Context: an optimization exercise on an open-source flow, tuned for small area and a short achievable clock period. The choices shown serve that exercise and are no tape-out recipe.
In this exercise RTL edits were held to simulation tests only and were not proved equivalent to the original.
Power figures rest on the tool's default switching activity, not on a simulated workload.

Setup of job 6098:
// fsk_rx
module fsk_rx (
    input  wire        clk,
    input  wire        rst,           
    input  wire        in_valid,
    input  wire [15:0] in_i,
    input  wire [15:0] in_q,
    output reg         db_valid,
    output wire [7:0]  db_level,
    output wire [31:0] db_maxsq,
    output reg         hit_valid,
    output reg         byte_valid,
    output wire [7:0]  byte_data,
    output reg         byte_first,
    output reg         byte_last
);
Size in the first run: ~410 flip-flops, about 88 I/O pins, roughly 0.030 mm² of cells after synthesis.
clock: 12.0 ns
lec_check: 0
cap_margin: 20
core_margin: 2
core_utilization: 40
slew_margin: 20
standard.sh (not shown) runs the stock make flow with config.mk's settings and CLKGATE_MAP_FILE= SYNTH_SCRIPT=/design/flow/synth_recipe.tcl, a recipe that flattens the netlist after the stock synthesis.
==> flow/flow/run.sh <==
#!/bin/bash
set -euo pipefail
bash standard.sh "BUFFER_PORTS_ARGS=-buffer_cell sky130_fd_sc_hd__buf_2" SETUP_SLACK_MARGIN=8.0 finish > standard.log 2>&1
Modified inputs, job 1228 compared to job 6098
- setting PLACE_DENSITY to 0.75 for the first time
==> flow/flow/run.sh <==
#!/bin/bash
set -euo pipefail
bash standard.sh "BUFFER_PORTS_ARGS=-buffer_cell sky130_fd_sc_hd__buf_2" SETUP_SLACK_MARGIN=8.5 finish > standard.log 2>&1
Results
- Job 1228 vs job 6098, flip-flop and latch area went up by about 0.8%.
- Job 1228 reports its critical path's slowest cell as sky130_fd_sc_hd__fa_1 while job 6098 reports sky130_fd_sc_hd__or3_1.
- Sort job 1228 and job 6098 by power asc -> top: job 6098
- Final design area excluding fillers: job 1228 vs job 6098 up 2.5%
- Relative to job 6098, post-route non-filler standard cell count increased by 63 in job 1228.
- Job 1228 vs job 6098 — part of the power in combinational logic rose 1.9 points.
- The clock share of power of job 1228 falls short of that of job 6098 by 1.0 points.
- Comparing job 1228 and job 6098, the lower final HPWL from detailed placement is on job 1228.
- Worst slew slack as a fraction of its limit for job 1228 is higher than for job 6098.
- [compare] base=job 6098 new=job 1228: via count up 1202, setup slack up 180 ps, multi-input combinational area share down 0.74 points.
Edits applied to the flow inputs when going from job 1228 to job 7319:
- removing PLACE_DENSITY (formerly 0.75)
==> flow/run.sh (new file) <==
#!/bin/bash
# synth_recipe.tcl (not shown) runs the flow's synth.tcl, then flattens the netlist and writes it again
# the make line also repeats each setting of config.mk as NAME=value (left out here)
make -C /OpenROAD-flow-scripts/flow DESIGN_CONFIG=/design/flow/config.mk WORK_HOME=/design/flow/orfs CLKGATE_MAP_FILE= SYNTH_SCRIPT=/design/flow/synth_recipe.tcl finish
removed: flow/flow/run.sh
removed: flow/standard.sh
Findings:
Job 7319 and job 1228 all finish clean. Job 7319: post-route worst setup slack 440 ps below job 1228. Measured against each other, job 7319 and job 1228 differ in number of gates on the worst path with buffers counted, the lower figure coming from job 7319. Job 7319 vs job 1228 — combinational power dropped 8.1%. [compare] base=job 1228 new=job 7319: total power went down by 5.0%, clock-buffer cell count went up by 25%. Going from job 1228 to job 7319, final period utilization grows by 3.7 points.
#### Input delta (job 8329 over job 7319)
- CTS_BUF_LIST newly set to sky130_fd_sc_hd__clkbuf_4 sky130_fd_sc_hd__clkbuf_8
==> flow/flow/run.sh (new file) <==
#!/bin/bash
# The standard layout, with the port buffers made from buf_2 cells.
set -euo pipefail
bash standard.sh "BUFFER_PORTS_ARGS=-buffer_cell sky130_fd_sc_hd__buf_2" finish > standard.log 2>&1
==> flow/standard.sh (new file) <==
#!/bin/bash
# synth_recipe.tcl (not shown) runs the flow's synth.tcl, then flattens the netlist and writes it again
# the make line also repeats each setting of config.mk as NAME=value (left out here)
make -C /OpenROAD-flow-scripts/flow DESIGN_CONFIG=/design/flow/config.mk WORK_HOME=/design/flow/orfs CLKGATE_MAP_FILE= SYNTH_SCRIPT=/design/flow/synth_recipe.tcl "${@:-finish}"
removed: flow/run.sh
==> notes.md <==
- Timing, DRC, antenna: 0 failures across job 7319 and job 8329
- Compared job 8329 vs job 7319, and number of fill cells is up in job 8329.
- Slowest stage cell on the critical path = sky130_fd_sc_hd__clkdlybuf4s50_1: job 7319; slowest stage cell on the critical path = sky130_fd_sc_hd__dfxtp_1: job 8329
- Taking job 7319 as the reference, in job 8329 combinational power share moved down, end-of-flow core utilization dropped 0.37 points.

========
## v40
Another version of the RTL of fsk_rx (not shown whole).
Size: about 3200 cells after synthesis, roughly 410 flip-flops, roughly 88 I/O pins, roughly 0.030 mm2 of cells after synthesis.
Settings: LEC_CHECK=0, CAP_MARGIN=20, CORE_MARGIN=2, CORE_UTILIZATION=55, CTS_CLUSTER_DIAMETER=100, CTS_CLUSTER_SIZE=25, SLEW_MARGIN=20; clock period 12.0 ns.
==> flow/flow/run.sh <==
#!/bin/bash
set -euo pipefail
bash standard.sh "BUFFER_PORTS_ARGS=-buffer_cell sky130_fd_sc_hd__buf_2" SETUP_SLACK_MARGIN=8.3 finish > standard.log 2>&1
Modified inputs, v42 compared to v40
- removing CTS_CLUSTER_SIZE (formerly 25)
- changing CORE_UTILIZATION from 55 to 40
- removing CTS_CLUSTER_DIAMETER (formerly 100)
==> flow/flow/run.sh <==
#!/bin/bash
set -euo pipefail
bash standard.sh "BUFFER_PORTS_ARGS=-buffer_cell sky130_fd_sc_hd__buf_2" SETUP_SLACK_MARGIN=8.5 finish > standard.log 2>&1
Results
- Starting utilization of the core area in v42 vs v40: down 15 points
- Re non-clock buffer count: v40 and v42 aren't equal, and the higher value belongs to v42.
- Compared to v40, v42 leaves more free space in the core.
- Comparing v40 and v42, the lower first-iteration DRC count was measured on v42.
Edits applied to the flow inputs when going from v42 to v44:
- CTS_CLUSTER_SIZE newly set to 25
- CTS_CLUSTER_DIAMETER newly set to 100
==> flow/flow/run.sh <==
#!/bin/bash
set -euo pipefail
bash standard.sh "BUFFER_PORTS_ARGS=-buffer_cell sky130_fd_sc_hd__buf_2" SETUP_SLACK_MARGIN=8.5 \
  "CTS_ARGS=-sink_clustering_enable -repair_clock_nets -sink_clustering_size 25 -sink_clustering_max_diameter 100 -dont_use_dummy_load" \
  finish > standard.log 2>&1
## What came out
Clock group share of total power on v44 is down relative to v42. v42 has higher final-layout worst hold slack than v44. Between v44 and v42, it is v44 whose non-clock buffer area fraction after layout is higher, by 0.21 points. Per the comparison of v44 with v42, total power went down by 10%, layout overhead on the synthesized area went down by 3.8 points, register fraction of the total cell area went up by 0.96 points, sequential fraction of design power went up by 3.1 points. The non-clock buffer count of v44 exceeds that of v42 by about 4%.

==> static timing again, ports no longer ideal <==
The results above use ideal ports. As a check the final layouts listed here were re-extracted and re-timed, cells and wires unchanged.
Step 1 sets driving cells, clkbuf_16 on the clock port and buf_2 on the other inputs (assumed; they add their load-dependent delay and slew).
Step 2 times the ports against the registers' clock, not the clock port: input delays grow and output delays shrink by t, the midpoint of the rising clock arrivals with the driver on.
Three values: ideal, step 1, step 2; two values: the first two.
run | shift t [ns] | setup slack, ns | slew at the worst register clock pin (ns)
job 6098 | 0.645 | 8.129 / 8.129 / 8.129 | 0.06 / 0.06
job 1228 | 0.651 | 8.306 / 8.251 / 8.157 | 0.07 / 0.07
job 7319 | 0.654 | 7.866 / 7.802 / 7.921 | 0.07 / 0.07
job 8329 | 0.689 | 7.897 / 7.897 / 7.897 | 0.07 / 0.07
v40 | 0.621 | 8.307 / 8.266 / 8.307 | 0.10 / 0.10
v42 | 0.649 | 8.309 / 8.272 / 8.309 | 0.06 / 0.06
v44 | 0.617 | 8.251 / 8.251 / 8.251 | 0.10 / 0.10
After both steps every run listed still meets setup and hold. The setup slack of job 1228, which loses most, moves by -0.055 ns with the drivers and by -0.149 ns with both steps.
